Source: an optimization exercise on an open RTL-to-GDS flow (aim: small area). Production flows keep margins and buffers that such runs may drop. At most, simulation tests tie the RTL to the original design; equivalence was not proved. No functional check of the RTL was part of runs 4 and 5. No activity file was given, so power comes from the tool's default toggle rates.

File: design/flow/design.v
module cia402_addci #(parameter N = 36, parameter B = 8) (
  input  wire [N-1:0] a,
  input  wire [N-1:0] b,
  input  wire         cin,
  output wire [N-1:0] s
);
  genvar i;
  generate
    for (i = 0; i < N; i = i + 1) begin : g_bit
      wire ci;           
      wire co;           
      wire z;            
      wire pa;           
      wire bc;           
      if (i % B == 0) begin : g_first
        if (i == 0) begin : g_lsb
          assign ci = cin;
          assign bc = cin;
        end else if (i == B) begin : g_b1
          assign ci = 1'b0;
          assign bc = g_bit[i-1].co;
        end else begin : g_bn
          wire all1 = g_bit[i-1].pa & g_bit[i-1].z;
          assign ci = 1'b0;
          assign bc = g_bit[i-1].co | (g_bit[i-1].bc & all1);
        end
        assign pa = 1'b1;
      end else begin : g_next
        assign ci = g_bit[i-1].co;
        assign pa = g_bit[i-1].pa & g_bit[i-1].z;
        assign bc = g_bit[i-1].bc;
      end
      assign z  = a[i] ^ b[i] ^ ci;
      assign co = (a[i] & b[i]) | (ci & (a[i] ^ b[i]));
      if (i < B) begin : g_b0
        assign s[i] = z;
      end else begin : g_inc
        assign s[i] = z ^ (bc & pa);
      end
    end
  endgenerate
endmodule
module cia402_fsm (
  input  wire         clk,
  input  wire         rst,
  input  wire         start,
  input  wire         operational,
  input  wire         stop_req,
  input  wire [31:0]  cfg_target_vel,
  input  wire [7:0]   cfg_mode,
  input  wire [15:0]  cfg_max_torque,
  output wire         ex_req,
  input  wire         ex_valid,
  input  wire         ex_resp_fresh,
  input  wire [127:0] ex_in,
  input  wire [15:0]  ex_wkc,
  output wire [127:0] ex_out,
  output wire [2:0]   phase,
  output wire         exit_code,
  output wire [2:0]   dstate,
  output wire [32:0]  delta,
  output wire         delta_valid,
  output wire         moving,
  output wire         enable_evt,
  output wire [31:0]  enable_pos,
  output wire         report_valid,
  output wire [63:0]  report_cycle,
  output wire [15:0]  report_status,
  output wire [15:0]  report_control,
  output wire [31:0]  report_position,
  output wire [32:0]  report_delta,
  output wire [35:0]  report_rpm,
  output wire [31:0]  report_velocity,
  output wire [7:0]   report_mode,
  output wire [15:0]  report_wkc
);
  localparam [2:0] PH_IDLE   = 3'd0;
  localparam [2:0] PH_RUN    = 3'd1;
  localparam [2:0] PH_DRAIN  = 3'd2;
  localparam [2:0] PH_HALTED = 3'd3;
  localparam [2:0] PH_FAILED = 3'd4;
  localparam [8:0] LAP_FIRST   = 9'd12;     
  localparam [8:0] DRAIN_FIRST = 9'd462;    
  reg [2:0]   phase_q;
  reg         run_flag;
  reg [8:0]   lap_count;       
  reg [6:0]   cnt_lo;          
  reg [54:0]  cnt_hi;          
  reg         cnt_cy;          
  reg         cnt_flush;       
  reg         motor_enabled;
  reg [31:0]  start_pos_n;     
  reg [15:0]  wkc;
  reg         cw7, cw3, cw21, cw0;  
  reg         tv_on;           
  reg         cfg_on;          
  reg [15:0]  in_status;
  reg [31:0]  in_pos;
  reg [31:0]  in_vel;
  reg [7:0]   in_mode;
  reg         enable_evt_q;
  reg         report_q;
  wire in_idle  = (phase_q == PH_IDLE);
  wire in_run   = (phase_q == PH_RUN);
  wire in_drain = (phase_q == PH_DRAIN);
  assign ex_req = (in_run && run_flag) || in_drain;
  wire do_start = in_idle && start && operational;
  wire do_sfail = in_idle && start && !operational;
  wire do_cycle = in_run && run_flag && ex_valid;
  wire do_stop  = in_run && !run_flag;
  wire do_drain = in_drain && ex_valid;
  wire take_in  = (do_cycle || do_drain) && ex_resp_fresh;
  wire [15:0] new_status = take_in ? ex_in[15:0]  : in_status;
  wire [31:0] new_pos    = take_in ? ex_in[47:16] : in_pos;
  wire s_fault = (new_status == 16'h1208);
  wire s_sod   = (new_status == 16'h1250);
  wire s_rtso  = (new_status == 16'h1231);
  wire s_swon  = (new_status == 16'h1233);
  wire s_open  = (new_status == 16'h1237) || (new_status == 16'h1637);
  wire s_known = s_fault || s_sod || s_rtso || s_swon || s_open;
  wire do_latch = do_cycle && s_open && !motor_enabled;
  wire       lap_end  = &lap_count;
  wire [8:0] lap_next = lap_end ? LAP_FIRST : lap_count + 9'd1;
  wire [6:0] cnt_lo_next = cnt_flush ? 7'd125 : cnt_lo + 7'd125;
  wire rot_win = do_cycle && (lap_count[8:7] == 2'b00) &&
                 (!lap_count[6] || (lap_count[5:2] == 4'b0000 && !(lap_count[1] && lap_count[0])));
  always @(posedge clk) begin
    if (rot_win) begin
      cnt_hi <= {(cnt_hi[0] ^ cnt_cy) & !cnt_flush, cnt_hi[54:1]};
      cnt_cy <= cnt_hi[0] & cnt_cy;
    end
    if (do_cycle && lap_end) begin
      cnt_lo <= cnt_lo_next;
      cnt_cy <= cnt_lo_next >= 7'd3;    
    end
  end
  always @(posedge clk) begin
    wkc <= ex_wkc;
    if (rst) begin
      phase_q       <= PH_IDLE;
      run_flag      <= 1'b1;
      lap_count     <= LAP_FIRST;
      cnt_flush     <= 1'b1;
      motor_enabled <= 1'b0;
      start_pos_n   <= 32'hffffffff;
      cw7           <= 1'b0;
      cw3           <= 1'b0;
      cw21          <= 1'b0;
      cw0           <= 1'b0;
      tv_on         <= 1'b0;
      cfg_on        <= 1'b0;
      in_status     <= 16'd0;
      in_pos        <= 32'd0;
      in_vel        <= 32'd0;
      in_mode       <= 8'd0;
      enable_evt_q  <= 1'b0;
      report_q      <= 1'b0;
    end else begin
      enable_evt_q <= do_latch;
      report_q     <= do_cycle && lap_end;
      if (stop_req)
        run_flag <= 1'b0;
      if (do_start)
        phase_q <= PH_RUN;
      if (do_sfail)
        phase_q <= PH_FAILED;
      if (take_in) begin
        in_status <= ex_in[15:0];
        in_pos    <= ex_in[47:16];
        in_vel    <= ex_in[79:48];
        in_mode   <= ex_in[119:112];
      end
      if (do_cycle) begin
        cfg_on    <= 1'b1;
        lap_count <= lap_next;
        if (lap_end)
          cnt_flush <= 1'b0;
        if (s_known) begin
          cw7   <= s_fault;
          cw3   <= s_swon || s_open;
          cw21  <= !s_fault;
          cw0   <= s_rtso || s_swon || s_open;
          tv_on <= s_open;
        end
        if (do_latch) begin
          motor_enabled <= 1'b1;
          start_pos_n   <= ~new_pos;
        end
      end
      if (do_stop || do_drain) begin
        cfg_on <= 1'b1;
        cw7    <= 1'b0;
        cw3    <= 1'b0;
        cw21   <= 1'b0;
        cw0    <= 1'b0;
        tv_on  <= 1'b0;
      end
      if (do_stop) begin
        lap_count <= DRAIN_FIRST;
        phase_q   <= PH_DRAIN;
      end
      if (do_drain) begin
        lap_count <= lap_next;
        if (lap_end)
          phase_q <= PH_HALTED;
      end
    end
  end
  wire [32:0] delta_s;
  cia402_addci #(.N(33), .B(7)) u_delta (
    .a({in_pos[31], in_pos}), .b({start_pos_n[31], start_pos_n}), .cin(1'b1),
    .s(delta_s));
  wire [35:0] rpm;
  cia402_addci #(.N(36), .B(8)) u_rpm (
    .a({in_vel, 4'd0}), .b(~{{4{in_vel[31]}}, in_vel}), .cin(1'b1),
    .s(rpm));
  wire hi_any  = |delta_s[31:10];
  wire hi_all  = &delta_s[31:10];
  wire lo_gt   = (&delta_s[9:5]) && (delta_s[4] || (delta_s[3] && (|delta_s[2:0])));
  wire lo_lt   = !(|delta_s[9:5]) && !(delta_s[4] && delta_s[3]);
  wire mv_pos  = !delta_s[32] && (hi_any || lo_gt);
  wire mv_neg  =  delta_s[32] && (!hi_all || lo_lt);
  wire [15:0] cw = {8'd0, cw7, 3'd0, cw3, cw21, cw21, cw0};
  assign ex_out = {8'd0,
                   cfg_on ? cfg_mode : 8'd0,
                   cfg_on ? cfg_max_torque : 16'd0,
                   16'd0,
                   tv_on ? cfg_target_vel : 32'd0,
                   32'd0,
                   cw};
  assign dstate = (in_status == 16'h1208) ? 3'd1 :
                  (in_status == 16'h1250) ? 3'd2 :
                  (in_status == 16'h1231) ? 3'd3 :
                  (in_status == 16'h1233) ? 3'd4 :
                  (in_status == 16'h1237 || in_status == 16'h1637) ? 3'd5 : 3'd0;
  assign phase       = phase_q;
  assign exit_code   = phase_q[2];
  assign delta       = delta_s;
  assign delta_valid = motor_enabled;
  assign moving      = motor_enabled && (mv_pos || mv_neg);
  assign enable_evt  = enable_evt_q;
  assign enable_pos  = in_pos;    
  assign report_valid    = report_q;
  assign report_cycle    = {cnt_hi, cnt_lo, 2'b00};
  assign report_status   = in_status;
  assign report_control  = cw;
  assign report_position = in_pos;
  assign report_delta    = delta_s;
  assign report_rpm      = rpm;
  assign report_velocity = in_vel;
  assign report_mode     = in_mode;
  assign report_wkc      = wkc;
endmodule
File: design/flow/flow/run.sh
#!/bin/bash
set -euo pipefail
export BUFFER_PORTS_ARGS="-buffer_cell sky130_fd_sc_hd__buf_1"
export CTS_ARGS="-sink_clustering_enable -repair_clock_nets -buf_list sky130_fd_sc_hd__clkbuf_4 -sink_clustering_size 10 -sink_clustering_max_diameter 40 -dont_use_dummy_load"
export SKIP_REPAIR_TIE_FANOUT=1
export PLACE_PINS_ARGS="-min_distance 1 -min_distance_in_tracks"
export SETUP_MOVE_SEQUENCE=unbuffer,sizeup,swap
bash standard.sh > standard_flow.log 2>&1
File: design/flow/standard.sh
#!/bin/bash
# synth_recipe.tcl (not shown) runs the flow's synth.tcl, then flattens the netlist and writes it again
# the make line also repeats each setting of config.mk as NAME=value (left out here)
make -C /OpenROAD-flow-scripts/flow DESIGN_CONFIG=/design/flow/config.mk WORK_HOME=/design/flow/orfs CLKGATE_MAP_FILE= SYNTH_SCRIPT=/design/flow/synth_recipe.tcl "${@:-finish}"
File: design/flow/config.mk
export PLATFORM = sky130hd
export DESIGN_NAME = cia402_fsm
export DESIGN_NICKNAME = cia402_fsm
export VERILOG_FILES = /design/flow/design.v
export SDC_FILE = /design/flow/constraint.sdc
export NUM_CORES = 4
export LEC_CHECK = 0
export CAP_MARGIN = 20
export CORE_AREA = 5 5 143 143
export DIE_AREA = 0 0 148 148
export PLACE_DENSITY = 0.7
export SLEW_MARGIN = 20
File: design/flow/constraint.sdc
create_clock -name core_clock -period 8.0 [get_ports {clk}]
set_input_delay 1.6000 -clock core_clock [delete_from_list [all_inputs] [get_ports {clk}]]
set_output_delay 1.6000 -clock core_clock [all_outputs]
set_load 0.01 [all_outputs]
==> run_results.csv, run 1 <==
group,metric,value,unit
die,die_y,148,um
placement,hpwl,25300,um
synthesis,yosys.area.top_type,"dfxtp_1",
die,rows,50,
setup_path,cp-end-kind,"output pin",
sta,finalHoldViolCount,0,
sta,layout_min_cycle_time,7680,ps
sta,timing.fmax,130,MHz
sta,finClkSkew,52.5,ps
outcome,status,"finished clean",
global_routing,overflow,0,
cells_and_area,fin_util,71.3,%
cts,htree_num_levels,2,
drt,via_per_inst,5.29,
synthesis,synth_area_leaders,"dfxtp_1 26%, edfxtp_1 16%, buf_4 11%",
synthesis,avgSynthCellArea,9.14,um2
drt,detail-route-antenna-nets,0,
synthesis,synthCells,1319,
cts,cts_buffers,34,
synthesis,ys_seq_area_share,42.1,%
cts,cts_buffer_depth,3,
setup_path,crit_top_cell,"fa_1",
hold_path,hold_class,"reg2reg",
drt,drc,0,
global_routing,grt_pass1_wl,50200,um
pwr,p_leak,0.00483,uW
drt,routed_wl,32800,um
global_routing,grt_usage,28.2,%
cells_and_area,layout-drive-gt1-share,4.70,%
cells_and_area,finalNonFillerCells,1919,
sta,fin_crit_sh,96.0,%
placement,io_buffers,544,
die,die_area,21900,um2
setup_path,slowest_stage,"fa_1",
setup_path,worstPathArrival,6080,ps
synthesis,synth_edf_count,63,
setup_path,critPathKind,"reg2out",
drt,dr.pass1.iters,6,
synthesis,syn-num-nets,1604,
die,start_util,64.4,%
die,core,18700,um2
drt,vias,10100,
setup_path,required,6400,ps
cts,clk_pin_slew,110,ps
setup_path,worstPathCellList,"ha_1, inv_1, fa_1, fa_1, fa_1, fa_1, fa_1, fa_1, nor4_2, buf_4, nand2_2, nand2_2, ha_4, nor3_2, nand2_1, nor4_2, nand2_1, or4_4, nor4b_4, a31oi_1, buf_2",
synthesis,yosysTopAreaCellShare,26.4,%
die,die_w,148,um
pwr,ir_worst_vdd,0.136,mV
global_routing,first_global_vias,9831,
synthesis,synth-main-ff-cell,"dfxtp_1",
setup_path,path_max_fanout,4,
sta,final_max_slew_viol_count,0,
cts,clk_latency,610,ps
drt,drtIter0Drc,534,
sta,relSlewSlack,31.1,%
placement,gp_congestion,0.888,
global_routing,antenna_found_initial,4,
cts,cts_tree,"built",
cts,post_cts_buffers,0,
global_routing,grt_max_degree,96,
job,max_cap_viol_count,0,
synthesis,ys_async_sr_fraction,0,%
sta,worst_pin_slew,1030,ps
cts,cts_root_buf,"clkbuf_4",
synthesis,yosysUniqueCellTypes,59,
drt,wire_per_inst,17.1,um
synthesis,ys_ff_latch,222,
synthesis,netlist_area,12100,um2
placement,dp.cells,1882,
setup_path,cp-start-kind,"flop",
cells_and_area,num-fill-cells,1557,
setup_path,slowest_delay,500,ps
cells_and_area,syn2layout_area_growth,10.6,%
cells_and_area,nets,1969,
cts,cts_sinks,222,
synthesis,ys_warn_count,1,
sta,finalSetupViolations,0,
pwr,power_density,189,nW/um2
die,ios,665,
==> where the power goes <==
| group | leakage, uW | internal (uW) | total (uW) | switching (uW) |
|---|---|---|---|---|
| clock network | 0.000156 | 196 | 555 | 359 |
| logic | 0.00284 | 280 | 774 | 494 |
| registers | 0.00183 | 1170 | 1190 | 19.0 |
| total | 0.00483 | 1650 | 2520 | 871 |
==> cell families (layout without fill, tap and decap cells) <==
| group | count (synthesis) | count (layout) | share of synthesized area [%] |
|---|---|---|---|
| compound gates | 180 | 180 | 8.27 |
| xor+xnor | 51 | 51 | 3.71 |
| fa+ha+maj | 78 | 78 | 11.5 |
| buf+inv | 324 | 687 | 15.5 |
| flops | 222 | 222 | 42.1 |
| mux | 1 | 1 | 0.0830 |
| other cells | 1 | 4 | 0.0311 |
| simple gates | 462 | 462 | 18.9 |
==> synth_stat cells, types with 4 or more instances <==
master and instances:
o21ai_0 15, ha_1 24, nor3_1 51, nor2b_1 11, a21oi_1 136, edfxtp_1 63
buf_4 172, and3b_1 5, and2_1 58, a31oi_1 5, nand4_1 8, dfxtp_1 159
or3_1 5, buf_1 6, inv_1 104, nor2_1 36, nand2_1 216, nand2b_1 6
xor2_1 21, and3_1 10, nor4_1 9, clkbuf_1 39, nand3_1 17, nor3b_1 4
fa_1 54, xnor2_1 30
==> final timing paths <==
kind	slack, ps	end	start	cells past startpoint
setup reg to reg	4900	start_pos_n[8]	phase_q[1]	8
hold / removal	440	cnt_hi[25]	cnt_hi[26]	0
hold reg to reg	440	cnt_hi[25]	cnt_hi[26]	0
setup / recovery	320	moving	in_pos[21]	21
==> sequential cells by signal, indices dropped and copies added, names as in the netlist <==
signal and flops:
enable_evt_q 1, cnt_lo 7, cw0 1, phase_q 3, cfg_on 1, in_vel 32
in_status 16, cnt_flush 1, in_mode 8, cnt_cy 1, cw7 1, tv_on 1
cw21 1, lap_count 9, motor_enabled 1, wkc 16, report_q 1, run_flag 1
start_pos_n 32, in_pos 32, cw3 1, cnt_hi 55
==> metrics by stage <==
| stage | cell area, um2 | hold slack (ps) | TNS (ps) | setup WS [ps] | power [uW] |
|---|---|---|---|---|---|
| 2_1_floorplan | 12100 | 434 | 0 | 555 | 1800 |
| 3_3_place_gp | 13000 | 428 | 0 | 356 | 1950 |
| 3_5_place_dp | 13000 | 431 | 0 | 247 | 1960 |
| 4_1_cts | 13300 | 446 | 0 | 11.8 | 2510 |
| 5_1_grt | 13300 | 465 | -12.1 | -12.1 | 2660 |
| 6_report | 13300 | 442 | 0 | 323 | 2520 |
==> cell type report <==
type	instances	area, um2	share of cell area (%)
Sequential cell	222	5080	38.1
Clock buffer	34	255	1.91
Timing Repair Buffer	549	2080	15.6
Antenna cell	3	7.51	0.0563
Inverter	104	390	2.93
Tap cell	234	293	2.20
Multi-Input combinational cell	773	5220	39.2
==> routing by layer <==
layer  share of wire, %  wire [um]  GRT usage (%)
met1                 39      12900           35.5
met5              0.082         27              0
met2                 48      15600           47.2
met3                 10       3360           8.00
met4                2.8        907           9.15
==> cells in the final DEF, fill, tap and decap left out, types with 6 or more instances in the layout <==
master,count
nand4_1,8
inv_1,104
nor4_1,6
ha_1,22
a21oi_1,136
buf_1,542
nor2_1,36
and3_1,9
nor3_1,50
xor2_1,21
and2_1,58
o21ai_0,14
nor2b_1,11
nand2_1,214
xnor2_1,30
edfxtp_1,63
fa_2,10
dfxtp_1,155
fa_1,44
nand2b_1,6
clkbuf_4,35
nand3_1,17
==> timing repair <==
action,4_1_cts,5_1_grt
hold buffers,0,0
pin swaps,12,14
resized for setup,17,12
setup endpoints to repair,1,3
==> critical path, delay by kind of cell (launching register included) <==
| family | cells | cell delay, ps |
|---|---|---|
| compound gates | 1 | 120 |
| fa+ha+maj | 8 | 3170 |
| buf+inv | 3 | 400 |
| flops | 1 | 350 |
| simple gates | 9 | 1470 |
==> run 2: changes to the inputs <==
--- a/design/flow/config.mk
+++ b/design/flow/config.mk
@@ -7,3 +7,3 @@
 export LEC_CHECK = 0
-export CAP_MARGIN = 20
+export CAP_MARGIN = 0
 export CORE_AREA = 5 5 143 143
@@ -11,2 +11,2 @@
 export PLACE_DENSITY = 0.7
-export SLEW_MARGIN = 20
+export SLEW_MARGIN = 0
==> run 2 against run 1 <==
Compared with the run above: wire length is essentially flat; first-iteration DRC count increased by 0.56%; count of clock-buffer cells in the layout unchanged; die area did not move; largest cell class unchanged.
==> run_results.csv, run 2 <==
group,metric,value,unit
outcome,status,"finished clean",
cells_and_area,nets,1969,
sta,final_max_slew_viol_count,0,
synthesis,avgSynthCellArea,9.14,um2
cells_and_area,fin_util,71.3,%
setup_path,timing.critical_path.buf_inv,5,
synthesis,yosysUniqueCellTypes,59,
sta,timing.fmax,130,MHz
cts,cts_buffers,34,
placement,hpwl,25300,um
pwr,p_leak,0.00483,uW
cells_and_area,largest_reg_flops,55,
placement,gp_congestion,0.888,
placement,io_buffers,544,
setup_path,crit_top_cell,"fa_1",
synthesis,synth_most_common_cell,"nand2_1",
setup_path,path_max_fanout,7,
sta,worst_pin_slew,1120,ps
global_routing,first_global_vias,9831,
synthesis,netlist_area,12100,um2
synthesis,synthSimpleGateAreaFrac,18.9,%
synthesis,ys_async_sr_fraction,0,%
cts,clk_pin_slew,110,ps
setup_path,worstPathCellList,"inv_1, ha_1, inv_1, fa_1, fa_1, fa_1, inv_1, fa_1, inv_1, fa_1, fa_2, nand4_4, o21ai_4, a21o_4, nand2_2, nand2_2, ha_4, xor2_1, nor4_2, nand2_1, or4_4, nor4b_4, a31oi_1, buf_2",
cts,htree_num_levels,2,
cts,holdBufCountCts,0,
sta,fin_crit_sh,96.0,%
drt,via_per_inst,5.28,
global_routing,grt_usage,28.2,%
global_routing,busiest_layer,"met2",
die,start_util,64.4,%
sta,finalHoldViolCount,0,
global_routing,grtUsageMet2,47.2,%
drt,vias,10100,
cells_and_area,regMostFlops,"cnt_hi",
synthesis,synth_edf_count,63,
synthesis,synth_top_family_by_area,"simple AND/OR/NAND/NOR gates",
cts,cts_buffer_depth,3,
sta,finalSetupViolations,0,
die,ios,665,
die,die_w,148,um
setup_path,slowest_stage,"or4_4",
cells_and_area,num-fill-cells,1556,
setup_path,worstPathArrival,6080,ps
global_routing,grt_pass1_wl,50200,um
die,rows,50,
cells_and_area,most-common-layout-cells,"542 x buf_1, 214 x nand2_1, 155 x dfxtp_1, 136 x a21oi_1, 104 x inv_1",
sta,hold-worst-slack,442,ps
cells_and_area,final_common_cell,"buf_1",
global_routing,grt_max_degree,96,
setup_path,critPathKind,"reg2out",
drt,detail-route-antenna-nets,0,
synthesis,synth_fa_ha_area_share,11.5,%
synthesis,synthCells,1319,
sta,relSlewSlack,25.6,%
cts,cts_tree,"built",
job,max_cap_viol_count,0,
synthesis,synth_commonest_cells,"216 x nand2_1, 172 x buf_4, 159 x dfxtp_1, 136 x a21oi_1, 104 x inv_1",
pwr,ir_worst_vdd,0.136,mV
die,die_y,148,um
synthesis,ys_seq_area_share,42.1,%
synthesis,yosysTopAreaCellShare,26.4,%
setup_path,worst_path_dominant_cell_family,"adder cells",
drt,drtIter0Drc,537,
die,die_area,21900,um2
cts,clk_latency,610,ps
cts,post_cts_buffers,0,
cts,cts_root_buf,"clkbuf_4",
global_routing,use_met1,35.5,%
drt,drc,0,
pwr,power_density,189,nW/um2
die,core,18700,um2
cts,cts_sinks,222,
synthesis,synthXorXnorAreaFrac,3.71,%
setup_path,cp-end-kind,"output pin",
synthesis,synth-main-ff-cell,"dfxtp_1",
sta,finClkSkew,52.5,ps
hold_path,hold_class,"reg2reg",
setup_path,required,6400,ps
setup_path,cp-start-kind,"flop",
sta,layout_min_cycle_time,7680,ps
synthesis,synthMuxAreaShare,0.0830,%
global_routing,antenna_found_initial,4,
placement,placed_area,13000,um2
drt,wire_per_inst,17.1,um
synthesis,ys_warn_count,1,
synthesis,synth-compound-area-share,8.27,%
cells_and_area,syn2layout_area_growth,10.6,%
drt,routed_wl,32800,um
setup_path,slowest_delay,500,ps
global_routing,overflow,0,
cells_and_area,fin_area,13300,um2
synthesis,synth_area_leaders,"dfxtp_1 26%, edfxtp_1 16%, buf_4 11%",
synthesis,syn-num-nets,1604,
global_routing,grtUsageMet3,8.00,%
cells_and_area,layout-drive-gt1-share,4.70,%
synthesis,ys_ff_latch,222,
drt,dr.pass1.iters,7,
setup_path,rrSetupSlack,4650,ps
synthesis,yosys.area.top_type,"dfxtp_1",
-- run 2: cell counts after synthesis --
No cell type changed its count.
-- run 2: cells by family after synthesis --
| logic type | Yosys count |
|---|---|
| and+or+nand+nor | 462 |
| other | 1 |
| AOI/OAI and AO/OA | 180 |
| adders and majority gates | 78 |
| buffers and inverters | 324 |
| xor gates and xnor gates | 51 |
| DFF | 222 |
| muxes | 1 |
-- run 2: worst paths after layout --
kind | from | endpoint | cells past startpoint
max reg2reg | phase_q[1] | start_pos_n[8] | 8
max | in_pos[0] | moving | 24
min reg2reg | cnt_hi[26] | cnt_hi[25] | 0
min | cnt_hi[26] | cnt_hi[25] | 0
-- run 2: metrics by stage --
stage / total power (uW) / setup slack, ps / setup TNS (ps) / std cells
6_report: 2520 / 320 / 0 / 1919
3_5_place_dp: 1960 / 247 / 0 / 1882
4_1_cts: 2510 / 11.8 / 0 / 1916
5_1_grt: 2660 / -12.1 / -12.1 / 1917
2_1_floorplan: 1800 / 555 / 0 / 1319
3_3_place_gp: 1950 / 356 / 0 / 1882
-- run 2: worst reg2reg max path, cell delays in order, from the launching register on --
cell and delay, ps:
dfxtp_1 430, nor2b_1 390, o211ai_1 130, buf_4 440, nor4_1 420, o21a_1 220
and3b_2 950, nor3_1 130, a21oi_1 140
-- run 2: power by group --
group	internal, uW	total (uW)	switching [uW]
clock network	196	554	358
logic	280	774	494
registers	1170	1190	19.0
total	1650	2520	871
-- run 2: final cells by class --
type | count | area [um2] | area share [%]
Multi-Input combinational cell | 773 | 5220 | 39.1
Timing Repair Buffer | 549 | 2080 | 15.6
Clock buffer | 34 | 255 | 1.91
Tap cell | 234 | 293 | 2.20
Inverter | 104 | 390 | 2.93
Sequential cell | 222 | 5080 | 38.1
Antenna cell | 3 | 7.51 | 0.0563
-- run 2: repair_timing --
item / CTS / global route
pin swaps: 12 / 14
resized for setup: 17 / 12
setup endpoints to repair: 1 / 3
-- run 2: layer usage --
layer | vias up | part of all wire, % | routed length [um]
li1 | 4871 | - | -
met1 | 4696 | 40 | 13000
met2 | 482 | 48 | 15600
met3 | 84 | 10 | 3290
met4 | 4 | 2.8 | 907
met5 | - | 0.082 | 27
==> run 3: changes to the inputs <==
==> design/flow/flow/run.sh (replaced) <==
#!/bin/bash
set -euo pipefail
export BUFFER_PORTS_ARGS="-buffer_cell sky130_fd_sc_hd__buf_1"
export CTS_ARGS="-sink_clustering_enable -repair_clock_nets -buf_list sky130_fd_sc_hd__clkbuf_4 -sink_clustering_size 14 -sink_clustering_max_diameter 30 -dont_use_dummy_load"
export SKIP_REPAIR_TIE_FANOUT=1
export PLACE_PINS_ARGS="-min_distance 1 -min_distance_in_tracks"
export SETUP_MOVE_SEQUENCE=unbuffer,sizeup,swap
bash standard.sh > standard_flow.log 2>&1
--- a/design/flow/config.mk
+++ b/design/flow/config.mk
@@ -7,3 +7,3 @@
 export LEC_CHECK = 0
-export CAP_MARGIN = 0
+export CAP_MARGIN = 20
 export CORE_AREA = 5 5 143 143
@@ -11,2 +11,2 @@
 export PLACE_DENSITY = 0.7
-export SLEW_MARGIN = 0
+export SLEW_MARGIN = 20
==> run 3 against run 2 <==
Compared with the run above: combinational power is essentially flat; synthesized area is the same; synthesized cell count is the same; global-route usage shrank 0.064 points; core utilization grew 0.38 points; non-clock buffer count is the same; clock skew grew 14 ps; cell count grew 0.57%; highest routed layer unchanged; setup slack gained 8.8 ps; power grew 2.1%; largest cell class unchanged; still clean; critical endpoint unchanged.
==> run_results.csv, run 3 <==
group,metric,value,unit
synthesis,synthSimpleGateAreaFrac,18.9,%
cts,cts_tree,"built",
pwr,power_density,192,nW/um2
drt,wl_met2,15700,um
synthesis,synth_area_leaders,"dfxtp_1 26%, edfxtp_1 16%, buf_4 11%",
synthesis,avgSynthCellArea,9.14,um2
synthesis,synth-compound-area-share,8.27,%
synthesis,ys_ff_latch,222,
synthesis,yosys.area.top_type,"dfxtp_1",
cells_and_area,regMostFlops,"cnt_hi",
synthesis,ys_seq_area_share,42.1,%
setup_path,cp-start-kind,"flop",
hold_path,hold_class,"reg2reg",
synthesis,synthMuxAreaShare,0.0830,%
die,ios,665,
synthesis,synth_commonest_cells,"216 x nand2_1, 172 x buf_4, 159 x dfxtp_1, 136 x a21oi_1, 104 x inv_1",
synthesis,yosysUniqueCellTypes,59,
drt,drtIter0Drc,477,
sta,relSlewSlack,30.3,%
cells_and_area,multi_input_area,5220,um2
die,core,18700,um2
drt,wl_met1,13000,um
pwr,swShare,33.9,%
cts,cts_root_buf,"clkbuf_4",
cts,cts_buffers,43,
pwr,power_frac_seq,46.4,%
cells_and_area,most-common-layout-cells,"542 x buf_1, 214 x nand2_1, 156 x dfxtp_1, 136 x a21oi_1, 104 x inv_1",
setup_path,worstPathArrival,6070,ps
cells_and_area,largest_reg_flops,55,
sta,final_max_slew_viol_count,0,
drt,top_layer_used,"met5",
cells_and_area,nets,1978,
sta,finalHoldViolCount,0,
cts,htree_num_levels,2,
drt,dr.pass1.iters,5,
global_routing,overflow,0,
setup_path,cp-end-kind,"output pin",
pwr,p_switching,873,uW
sta,layout_min_cycle_time,7670,ps
die,die_area,21900,um2
cells_and_area,layout-drive-gt1-share,5.14,%
pwr,p_leak,0.00487,uW
global_routing,grt_max_degree,96,
drt,vias,10200,
cts,holdBufCountCts,0,
global_routing,antenna_found_initial,5,
synthesis,synth_top_family_by_area,"simple AND/OR/NAND/NOR gates",
sta,timing.fmax,130,MHz
synthesis,yosysTopAreaCellShare,26.4,%
drt,via_per_inst,5.26,
drt,routed_wl,32800,um
pwr,ir_worst_vdd,0.136,mV
cts,clk_latency,620,ps
placement,gp_congestion,0.888,
synthesis,synth-main-ff-cell,"dfxtp_1",
drt,detail-route-antenna-nets,0,
setup_path,crit_top_cell,"fa_1",
global_routing,first_global_vias,9958,
job,max_cap_viol_count,0,
setup_path,critPathKind,"reg2out",
outcome,status,"finished clean",
drt,met3WireLength,3330,um
die,die_y,148,um
drt,wire_per_inst,17.0,um
die,rows,50,
global_routing,grt_usage,28.1,%
die,die_w,148,um
setup_path,required,6400,ps
synthesis,synth_fa_ha_area_share,11.5,%
setup_path,worstPathCellList,"ha_1, inv_1, fa_1, fa_1, fa_1, fa_1, fa_1, fa_1, nor4_2, buf_4, nand2_2, nand2_2, ha_4, nor3_2, nand2_1, nor4_2, nand2_1, or4_4, nor4b_4, a31oi_1, buf_2",
sta,finClkSkew,66.1,ps
synthesis,ys_warn_count,1,
setup_path,path_max_fanout,4,
cells_and_area,final_common_cell,"buf_1",
placement,hpwl,25300,um
synthesis,synthCells,1319,
pwr,pwr-share-clk,23.6,%
cells_and_area,syn2layout_area_growth,11.2,%
drt,drc,0,
synthesis,syn-num-nets,1604,
cells_and_area,finalNonFillerCells,1930,
global_routing,grt_pass1_wl,50300,um
synthesis,netlist_area,12100,um2
placement,dp.cells,1882,
cells_and_area,fin_util,71.7,%
synthesis,ys_async_sr_fraction,0,%
cts,clk_pin_slew,90,ps
cts,cts_sinks,222,
pwr,combPwrFrac,30.0,%
cells_and_area,num-fill-cells,1573,
synthesis,synth_edf_count,63,
setup_path,slowest_delay,500,ps
sta,worst_pin_slew,1050,ps
pwr,total_power,2570,uW
die,start_util,64.4,%
synthesis,synth_most_common_cell,"nand2_1",
cts,cts_buffer_depth,3,
synthesis,synthXorXnorAreaFrac,3.71,%
sta,finalSetupViolations,0,
sta,fin_crit_sh,95.9,%
cells_and_area,seq_area,5080,um2
placement,io_buffers,544,
setup_path,slowest_stage,"fa_1",
pwr,internal-power,1700,uW
==> run 3: kinds of logic after synthesis <==
kind of cell	after synthesis
simple gates	462
xor+xnor	51
compound gates	180
fa+ha+maj	78
buf+inv	324
flops	222
mux	1
other cells	1
==> run 3: worst paths after layout <==
| path | from | to | slack (ps) | depth (start not counted) |
|---|---|---|---|---|
| min | cnt_hi[1] | cnt_hi[0] | 420 | 0 |
| max reg2reg | phase_q[1] | start_pos_n[16] | 4840 | 8 |
| max | in_pos[21] | moving | 330 | 21 |
| min reg2reg | cnt_hi[1] | cnt_hi[0] | 420 | 0 |
==> run 3: area by class of cell <==
type | instances | share of cell area [%]
inverters | 104 | 2.91
clock buffers | 43 | 2.41
diodes | 5 | 0.0934
well taps | 234 | 2.18
multi-input cells | 773 | 39.0
flip-flops and latches | 222 | 37.9
repair buffers | 549 | 15.6
==> run 3: metrics by stage <==
step	TNS, ps	instance area, um2	setup WS (ps)	hold slack, ps
final	0	13400	329	423
after CTS	0	13300	6.55	432
after global routing	-7.49	13400	-7.49	438
after global placement	0	13000	356	428
after floorplan	0	12100	555	434
after detailed placement	0	13000	247	431
==> run 3: layer usage <==
layer	GRT usage, %	vias to the layer above
met5	1.59	-
met4	8.31	4
li1	-	4894
met3	8.61	64
met1	35.0	4717
met2	47.3	482
==> run 3: power by group through the flow <==
stage / clock network, uW / logic (uW) / registers (uW)
floorplan: 0 / 581 / 1220
global placement: 0 / 732 / 1220
detailed placement: 0 / 740 / 1220
CTS: 629 / 748 / 1190
global route: 685 / 841 / 1200
finish: 606 / 773 / 1190
==> run 3: worst max-delay path, delay by kind of cell (launching register included) <==
kind / cells / cell delay [ps]
DFF: 1 / 350
buffers and inverters: 3 / 390
adders and majority gates: 8 / 3170
and+or+nand+nor: 9 / 1480
AOI/OAI and AO/OA: 1 / 120
==> run 3: what timing repair did <==
| item | 4_1_cts | 5_1_grt |
|---|---|---|
| buffers inserted | 0 | 0 |
| resized for setup | 17 | 10 |
| pin swaps | 11 | 15 |
| setup endpoints to repair | 1 | 1 |
==> run 4: changes to the inputs <==
--- a/design/flow/design.v
+++ b/design/flow/design.v
@@ -91,3 +91,3 @@
   reg         motor_enabled;
-  reg [31:0]  start_pos_n;     
+  reg [31:0]  start_pos;
   reg [15:0]  wkc;
@@ -144,3 +144,3 @@
       motor_enabled <= 1'b0;
-      start_pos_n   <= 32'hffffffff;
+      start_pos     <= 32'd0;
       cw7           <= 1'b0;
@@ -186,3 +186,3 @@
           motor_enabled <= 1'b1;
-          start_pos_n   <= ~new_pos;
+          start_pos     <= new_pos;
         end
@@ -208,6 +208,16 @@
   end
-  wire [32:0] delta_s;
-  cia402_addci #(.N(33), .B(7)) u_delta (
-    .a({in_pos[31], in_pos}), .b({start_pos_n[31], start_pos_n}), .cin(1'b1),
-    .s(delta_s));
+  wire [32:0] dp = {in_pos[31], in_pos} ^ ~{start_pos[31], start_pos};
+  wire [32:0] dg = {in_pos[31], in_pos} & ~{start_pos[31], start_pos};
+  wire [34:0] dc;
+  assign dc[0] = 1'b1;
+  genvar gi;
+  generate
+    for (gi = 0; gi < 33; gi = gi + 2) begin : g_delta
+      assign dc[gi+1] = dg[gi] | (dp[gi] & dc[gi]);
+      if (gi + 1 < 33) begin : g_pair
+        assign dc[gi+2] = dg[gi+1] | (dp[gi+1] & dg[gi]) | (dp[gi+1] & dp[gi] & dc[gi]);
+      end
+    end
+  endgenerate
+  wire [32:0] delta_s = dp ^ dc[32:0];
   wire [35:0] rpm;
@@ -241,3 +251,3 @@
   assign enable_evt  = enable_evt_q;
-  assign enable_pos  = in_pos;    
+  assign enable_pos  = start_pos;
   assign report_valid    = report_q;
==> design/flow/flow/run.sh (replaced) <==
#!/bin/bash
set -euo pipefail
export BUFFER_PORTS_ARGS="-buffer_cell sky130_fd_sc_hd__buf_1"
export CTS_ARGS="-sink_clustering_enable -repair_clock_nets -buf_list sky130_fd_sc_hd__clkbuf_4 -sink_clustering_size 10 -sink_clustering_max_diameter 40 -dont_use_dummy_load"
export SKIP_REPAIR_TIE_FANOUT=1
export PLACE_PINS_ARGS="-min_distance 1 -min_distance_in_tracks"
export SETUP_MOVE_SEQUENCE=unbuffer,sizeup,swap
bash standard.sh > standard_flow.log 2>&1
==> run 4 against run 3 <==
Compared with the run above: still clean on timing, DRC and antenna; power is 4.7% lower; largest power group unchanged; via count is 4.3% higher; critical path type unchanged; clock power down 6.9%; synthesized area rose by 0.71%; synthesized cell count is 0.38% lower; wire length rose by 3.7%; design area up 1.5%; highest routed layer unchanged; largest cell class unchanged.
==> run_results.csv, run 4 <==
group,metric,value,unit
outcome,status,"finished clean",
pwr,ir_worst_vdd,0.149,mV
cts,cts_sinks,222,
cts,holdBufCountCts,0,
sta,layout_min_cycle_time,7600,ps
drt,drtIter0Drc,545,
synthesis,synth_edf_count,63,
job,max_cap_viol_count,0,
synthesis,netlist_area,12100,um2
cells_and_area,num-fill-cells,1564,
cts,cts_tree,"built",
placement,io_buffers,544,
sta,final_max_slew_viol_count,0,
drt,routed_wl,34000,um
sta,finalSetupViolations,0,
synthesis,synth_area_leaders,"dfxtp_1 26%, edfxtp_1 16%, buf_4 8.2%",
setup_path,worstPathArrival,6000,ps
hold_path,hold_depth,0,
sta,timing.fmax,132,MHz
placement,dp.cells,1914,
global_routing,grt_pass1_wl,52500,um
die,start_util,64.9,%
sta,worst_pin_slew,1110,ps
sta,finClkSkew,58.5,ps
cells_and_area,final_common_cell,"buf_1",
sta,relSlewSlack,25.9,%
setup_path,reg2reg_depth,8,
sta,fin_crit_sh,95.0,%
cts,cts_buffer_depth,3,
drt,detail-route-antenna-nets,0,
global_routing,grt_usage,29.5,%
synthesis,synth_most_common_cell,"nand2_1",
synthesis,synthCells,1314,
sta,fin_tns_setup,0,ps
die,die_y,148,um
global_routing,antenna_found_initial,4,
setup_path,required,6400,ps
setup_path,cp-end-kind,"output pin",
die,ios,665,
synthesis,avgSynthCellArea,9.24,um2
drt,wire_per_inst,17.4,um
cells_and_area,multi_input_area,5480,um2
synthesis,ys_warn_count,1,
sta,hold-worst-slack,408,ps
placement,gp_congestion,0.929,
pwr,power_density,180,nW/um2
synthesis,synth_commonest_cells,"195 x nand2_1, 159 x dfxtp_1, 133 x buf_4, 105 x a21oi_1, 105 x inv_1",
sta,finalHoldViolCount,0,
setup_path,path_max_fanout,7,
synthesis,yosysUniqueCellTypes,69,
global_routing,grt_max_degree,103,
cells_and_area,largest_reg_flops,55,
hold_path,hold_class,"reg2reg",
synthesis,yosys.area.top_type,"dfxtp_1",
cells_and_area,syn2layout_area_growth,12.0,%
synthesis,syn-num-nets,1611,
die,die_area,21900,um2
sta,rsz0062_at_grt,"false",
die,rows,50,
cells_and_area,seq_area,5070,um2
synthesis,ys_async_sr_fraction,0,%
drt,drc,0,
setup_path,critPathKind,"reg2out",
pwr,p_leak,0.00474,uW
cells_and_area,regMostFlops,"cnt_hi",
drt,via_per_inst,5.43,
cells_and_area,nets,2014,
cts,htree_num_levels,2,
cts,post_cts_buffers,0,
synthesis,synth-main-ff-cell,"dfxtp_1",
global_routing,overflow,0,
die,core,18700,um2
global_routing,first_global_vias,10200,
cts,clk_latency,630,ps
cts,cts_root_buf,"clkbuf_4",
placement,hpwl,26400,um
die,die_w,148,um
synthesis,ys_ff_latch,222,
synthesis,ys_seq_area_share,41.8,%
cells_and_area,finalNonFillerCells,1951,
setup_path,cp-start-kind,"flop",
drt,vias,10600,
cells_and_area,most-common-layout-cells,"543 x buf_1, 195 x nand2_1, 159 x dfxtp_1, 105 x inv_1, 105 x a21oi_1",
cts,cts_buffers,35,
synthesis,yosysTopAreaCellShare,26.2,%
drt,dr.pass1.iters,8,
cells_and_area,layout-drive-gt1-share,3.09,%
cts,clk_pin_slew,100,ps
[run 4: cell count changes after synthesis, sizes merged, moves of 21 or more]
cell / change
buf: -38
nor2: +31
ha: +24
a311oi: +27
nand2: -21
nor3: -36
a21oi: -29
[run 4: area by class of cell]
cell class / count / share of cell area (%)
repair buffers: 548 / 15.4
multi-input cells: 805 / 40.3
clock buffers: 35 / 1.93
inverters: 105 / 2.90
well taps: 234 / 2.15
flip-flops and latches: 222 / 37.3
diodes: 2 / 0.0368
[run 4: worst max-delay path, stage by stage, from the launching register on]
cell and delay, ps:
dfxtp_1 390, inv_1 60, ha_1 180, inv_1 60, fa_1 160, inv_1 50
fa_1 370, fa_1 390, fa_1 390, fa_1 390, fa_1 370, inv_1 70
fa_1 450, and3b_1 220, nor4bb_1 350, o211ai_1 230, a21oi_2 360, a41oi_1 240
nor4bb_2 350, xnor2_1 160, buf_1 170
[run 4: final timing paths]
path	startpoint	endpoint	slack [ps]
worst min register to register	cnt_hi[39]	cnt_hi[38]	410
worst max-delay path	in_vel[8]	report_rpm[35]	400
worst min-delay path	cnt_hi[39]	cnt_hi[38]	410
worst max register to register	phase_q[0]	cw21	4290
[run 4: cells by family (layout without fill, tap and decap cells)]
logic type / count (synthesis) / after routing / synth area share (%)
flops: 222 / 222 / 41.8
buf+inv: 287 / 688 / 13.1
simple gates: 446 / 446 / 18.0
compound gates: 207 / 207 / 10.6
fa+ha+maj: 90 / 90 / 11.9
mux: 12 / 12 / 1.01
xor+xnor: 49 / 49 / 3.54
other cells: 1 / 3 / 0.0309
[run 4: per-stage QoR]
step	setup WS (ps)	instance area, um2	total power (uW)	util (%)
after global routing	32.7	13600	2580	72.7
final	401	13600	2450	72.7
after floorplan	1520	12100	1750	-
after global placement	1080	13300	1890	71.1
after detailed placement	1080	13300	1900	71.2
after CTS	391	13600	2460	72.6
[run 4: where the power goes]
| group | internal, uW | switching [uW] | total, uW |
|---|---|---|---|
| clock | 202 | 363 | 564 |
| sequential | 1170 | 19.4 | 1190 |
| combinational | 258 | 435 | 693 |
| total | 1630 | 817 | 2450 |
[run 4: timing repair]
action,CTS,global route
endpoints found under the setup margin,0,1
hold endpoints to repair,0,0
gates resized for setup,0,1
[run 4: metal layers]
layer	GRT usage, %	vias to the layer above	wire [um]
met4	17.0	4	2040
met2	46.2	508	15900
met3	7.85	144	3030
met5	0	-	34
met1	37.0	4865	13000
li1	-	5075	-
==> run 5: changes to the inputs <==
--- a/design/flow/design.v
+++ b/design/flow/design.v
@@ -1,2 +1,3 @@
-module cia402_addci #(parameter N = 36, parameter B = 8) (
+module cia402_addci #(parameter N = 36, parameter B0 = 5,
+                      parameter [N-1:0] BS = 36'h0) (
   input  wire [N-1:0] a,
@@ -14,8 +15,8 @@
       wire bc;           
-      if (i % B == 0) begin : g_first
-        if (i == 0) begin : g_lsb
-          assign ci = cin;
-          assign bc = cin;
-        end else if (i == B) begin : g_b1
-          assign ci = 1'b0;
+      if (i == 0) begin : g_lsb
+        assign ci = cin;
+        assign bc = cin;
+        assign pa = 1'b1;
+      end else if (BS[i]) begin : g_first
+        if (i == B0) begin : g_b1
           assign bc = g_bit[i-1].co;
@@ -23,5 +24,5 @@
           wire all1 = g_bit[i-1].pa & g_bit[i-1].z;
-          assign ci = 1'b0;
           assign bc = g_bit[i-1].co | (g_bit[i-1].bc & all1);
         end
+        assign ci = 1'b0;
         assign pa = 1'b1;
@@ -34,3 +35,3 @@
       assign co = (a[i] & b[i]) | (ci & (a[i] ^ b[i]));
-      if (i < B) begin : g_b0
+      if (i < B0) begin : g_b0
         assign s[i] = z;
@@ -208,18 +209,8 @@
   end
-  wire [32:0] dp = {in_pos[31], in_pos} ^ ~{start_pos[31], start_pos};
-  wire [32:0] dg = {in_pos[31], in_pos} & ~{start_pos[31], start_pos};
-  wire [34:0] dc;
-  assign dc[0] = 1'b1;
-  genvar gi;
-  generate
-    for (gi = 0; gi < 33; gi = gi + 2) begin : g_delta
-      assign dc[gi+1] = dg[gi] | (dp[gi] & dc[gi]);
-      if (gi + 1 < 33) begin : g_pair
-        assign dc[gi+2] = dg[gi+1] | (dp[gi+1] & dg[gi]) | (dp[gi+1] & dp[gi] & dc[gi]);
-      end
-    end
-  endgenerate
-  wire [32:0] delta_s = dp ^ dc[32:0];
+  wire [32:0] delta_s;
+  cia402_addci #(.N(33), .B0(4), .BS(33'h4104210)) u_delta (
+    .a({in_pos[31], in_pos}), .b(~{start_pos[31], start_pos}), .cin(1'b1),
+    .s(delta_s));
   wire [35:0] rpm;
-  cia402_addci #(.N(36), .B(8)) u_rpm (
+  cia402_addci #(.N(36), .B0(5), .BS(36'h20410420)) u_rpm (
     .a({in_vel, 4'd0}), .b(~{{4{in_vel[31]}}, in_vel}), .cin(1'b1),
--- a/design/flow/flow/run.sh
+++ b/design/flow/flow/run.sh
@@ -5,4 +5,2 @@
 export SKIP_REPAIR_TIE_FANOUT=1
-export PLACE_PINS_ARGS="-min_distance 1 -min_distance_in_tracks"
-export SETUP_MOVE_SEQUENCE=unbuffer,sizeup,swap
 bash standard.sh > standard_flow.log 2>&1
--- a/design/flow/config.mk
+++ b/design/flow/config.mk
@@ -8,4 +8,4 @@
 export CAP_MARGIN = 20
-export CORE_AREA = 5 5 143 143
-export DIE_AREA = 0 0 148 148
+export CORE_AREA = 5 5 225 225
+export DIE_AREA = 0 0 230 230
 export PLACE_DENSITY = 0.7
==> run 5 against run 4 <==
Compared with the run above: still clean; die area is 140% higher; first-iteration DRC count down 21%; global-route usage is 15 points lower; hold slack better by 18 ps; combinational power up 28%; core utilization is 43 points lower; non-clock buffer count grew 9; sequential power about the same; critical path depth down 2; clock power up 15%; largest cell class unchanged; largest power group unchanged.
==> run_results.csv, run 5 <==
group,metric,value,unit
die,start_util,25.3,%
synthesis,yosysUniqueCellTypes,65,
setup_path,worstPathCellList,"inv_1, ha_1, fa_2, fa_2, fa_1, fa_1, and3_1, nand4_1, a211o_1, a2111oi_4, or2_4, ha_4, or4_4, nor4_4, o221ai_2, a2111oi_4, a221oi_2, buf_2",
sta,finClkSkew,109,ps
cts,cts_buffers,44,
cts,cts_buffer_depth,3,
die,core,47800,um2
placement,placed_area,13800,um2
setup_path,required,6400,ps
cells_and_area,final_common_cell,"buf_1",
synthesis,synth_edf_count,63,
sta,final_max_slew_viol_count,0,
hold_path,hold_class,"reg2reg",
synthesis,avgSynthCellArea,9.71,um2
global_routing,grt_pass1_wl,60100,um
pwr,power_frac_seq,43.7,%
drt,drtIter0Drc,428,
global_routing,first_global_vias,10500,
global_routing,overflow,0,
sta,timing.fmax,130,MHz
cts,clk_latency,750,ps
drt,dr.pass1.iters,5,
cts,clk_pin_slew,100,ps
global_routing,grt_max_degree,81,
drt,routed_wl,39300,um
synthesis,netlist_area,12100,um2
setup_path,worstPathArrival,6080,ps
synthesis,synth_area_leaders,"dfxtp_1 26%, edfxtp_1 16%, fa_1 8.6%",
setup_path,critPathKind,"reg2out",
pwr,pwr-share-clk,23.8,%
synthesis,synthCells,1248,
drt,vias,10300,
cts,cts_root_buf,"clkbuf_4",
sta,worst_pin_slew,1060,ps
outcome,status,"finished clean",
die,ios,665,
synthesis,ys_ff_latch,222,
die,die_area,52900,um2
drt,wire_per_inst,17.2,um
pwr,internal-power,1740,uW
cts,htree_num_levels,2,
setup_path,slowest_stage,"fa_1",
sta,layout_min_cycle_time,7680,ps
synthesis,syn-num-nets,1535,
pwr,swShare,36.2,%
cells_and_area,most-common-layout-cells,"542 x buf_1, 157 x dfxtp_1, 153 x nand2_1, 109 x nor2_1, 92 x inv_1",
cells_and_area,fin_area,14300,um2
sta,relSlewSlack,29.1,%
synthesis,yosys.area.top_type,"dfxtp_1",
cells_and_area,nets,1960,
pwr,power_density,191,nW/um2
sta,finalSetupViolations,0,
setup_path,cp-end-kind,"output pin",
placement,hpwl,31200,um
die,die_y,230,um
cts,cts_tree,"built",
sta,finalHoldViolCount,0,
die,rows,80,
drt,detail-route-antenna-nets,0,
pwr,combPwrFrac,32.5,%
synthesis,synth_commonest_cells,"159 x dfxtp_1, 153 x nand2_1, 137 x buf_4, 109 x nor2_1, 92 x inv_1",
setup_path,slowest_delay,530,ps
cells_and_area,syn2layout_area_growth,18.0,%
synthesis,synth_most_common_cell,"dfxtp_1",
cells_and_area,regMostFlops,"cnt_hi",
placement,io_buffers,544,
drt,drc,0,
pwr,ir_worst_vdd,0.179,mV
cells_and_area,layout-drive-gt1-share,7.54,%
setup_path,timing.critical_path.buf_inv,2,
synthesis,ys_seq_area_share,41.9,%
cts,holdBufCountCts,0,
placement,gp_congestion,0.908,
global_routing,grt_usage,14.1,%
cts,cts_sinks,222,
job,max_cap_viol_count,0,
setup_path,cp-start-kind,"flop",
sta,fin_crit_sh,95.9,%
die,die_w,230,um
setup_path,path_max_fanout,4,
global_routing,antenna_found_initial,6,
pwr,p_leak,0.00479,uW
synthesis,yosysTopAreaCellShare,26.3,%
drt,via_per_inst,4.50,
synthesis,synth-main-ff-cell,"dfxtp_1",
pwr,p_switching,990,uW
synthesis,ys_warn_count,1,
cells_and_area,largest_reg_flops,55,
sta,fin_tns_setup,0,ps
synthesis,ys_async_sr_fraction,0,%
setup_path,worst_path_dominant_cell_family,"adder cells",
run 5: cell count changes after synthesis, moves of 10 or more:
cell	before	now
o21ai_0	26	11
nand2_1	195	153
xor2_1	15	30
nand4_1	16	6
mux2i_1	10	29
fa_1	42	52
inv_1	105	92
a211oi_2	0	28
a311oi_1	27	1
ha_1	48	28
a21oi_1	105	76
nor2_1	67	109
run 5: worst reg2reg max path, cell delays in order (launching register included):
cell and delay (ps):
dfxtp_1 420, nand3b_1 190, a21oi_4 230, buf_4 510, mux2_2 400, nand4_4 190
nor2_8 810, nor2_1 200, a211oi_2 250
run 5: area by class of cell:
| class | instances | area (um2) |
|---|---|---|
| tap | 615 | 769 |
| antenna | 4 | 10.0 |
| clock buffer | 44 | 330 |
| timing repair buffer | 557 | 2140 |
| fill | 5046 | 33500 |
| inverter | 92 | 345 |
| sequential | 222 | 5080 |
| multi-input combinational | 756 | 5630 |
run 5: worst paths after layout:
check | cells past startpoint | start | slack (ps) | to
setup / recovery | 18 | start_pos[9] | 320 | moving
hold / removal | 0 | cnt_hi[26] | 430 | cnt_hi[25]
setup reg to reg | 8 | run_flag | 4720 | start_pos[9]
hold reg to reg | 0 | cnt_hi[26] | 430 | cnt_hi[25]
run 5: timing repair:
action / 4_1_cts / 5_1_grt
pin swaps: 10 / 12
endpoints found under the setup margin: 1 / 1
setup buffers: 5 / 2
resized for setup: 17 / 9
run 5: layer usage:
layer / vias up / GRT usage (%) / wire length (um) / share of wire (%)
li1: 4853 / - / - / -
met1: 4866 / 16.4 / 15000 / 38
met2: 484 / 25.0 / 19800 / 50
met3: 91 / 4.17 / 3210 / 8.2
met4: 4 / 4.82 / 1290 / 3.3
met5: - / 0 / 27 / 0.069
run 5: kinds of logic after synthesis:
family	synth area share, %
other	0.0309
buffers and inverters	12.8
xor gates and xnor gates	4.12
adders and majority gates	11.5
and+or+nand+nor	17.5
AOI/OAI and AO/OA	9.29
muxes	2.86
DFF	41.9
run 5: stage by stage:
stage          power (uW)  hold WS (ps)  utilization (%)  worst slack (ps)  instances
2_1_floorplan        1850           446                -               780       1248
3_3_place_gp         2050           434             28.8               311       2235
3_5_place_dp         2060           430             28.8               187       2235
4_1_cts              2780           436             29.8              23.7       2284
5_1_grt              2910           450             29.9             -13.0       2289
6_report             2730           426             29.9               324       2290
run 5: power groups by stage:
stage          clock, uW  combinational, uW  sequential [uW]
6_report             651                888             1190
5_1_grt              752                961             1200
4_1_cts              704                878             1190
3_5_place_dp           0                844             1220
3_3_place_gp           0                837             1220
2_1_floorplan          0                632             1220

## afterwards: timing with drivers on the ports
Ports are ideal in the flow. The routed layouts listed here were re-timed in OpenROAD.
Step 1 sets driving cells, clkbuf_16 on the clock port and buf_2 on the other inputs (assumed; they add their load-dependent delay and slew).
Step 2 moves the port delays by t, midway between the first and last clock arrival at a register: inputs arrive t later, outputs are due t later. That takes back most of the time a late clock gives input paths.
Three values: no drivers, after step 1, after step 2; two values: the first two.
run	t (ns)	setup slack, ns	hold WS [ns]	slew at the worst register clock pin (ns)	pins driven straight from the clock port
run 1	0.624	0.323 / 0.280 / 0.904	0.442 / 0.442 / 0.442	0.11 / 0.11	1
run 2	0.625	0.320 / 0.277 / 0.902	0.442 / 0.442 / 0.442	0.11 / 0.11	1
run 3	0.634	0.329 / 0.287 / 0.921	0.423 / 0.423 / 0.423	0.10 / 0.10	1
run 4	0.642	0.401 / 0.355 / 0.997	0.408 / 0.408 / 0.408	0.11 / 0.11	1
run 5	0.739	0.324 / 0.281 / 1.019	0.426 / 0.426 / 0.426	0.10 / 0.10	1
After both steps every run listed still meets setup and hold.
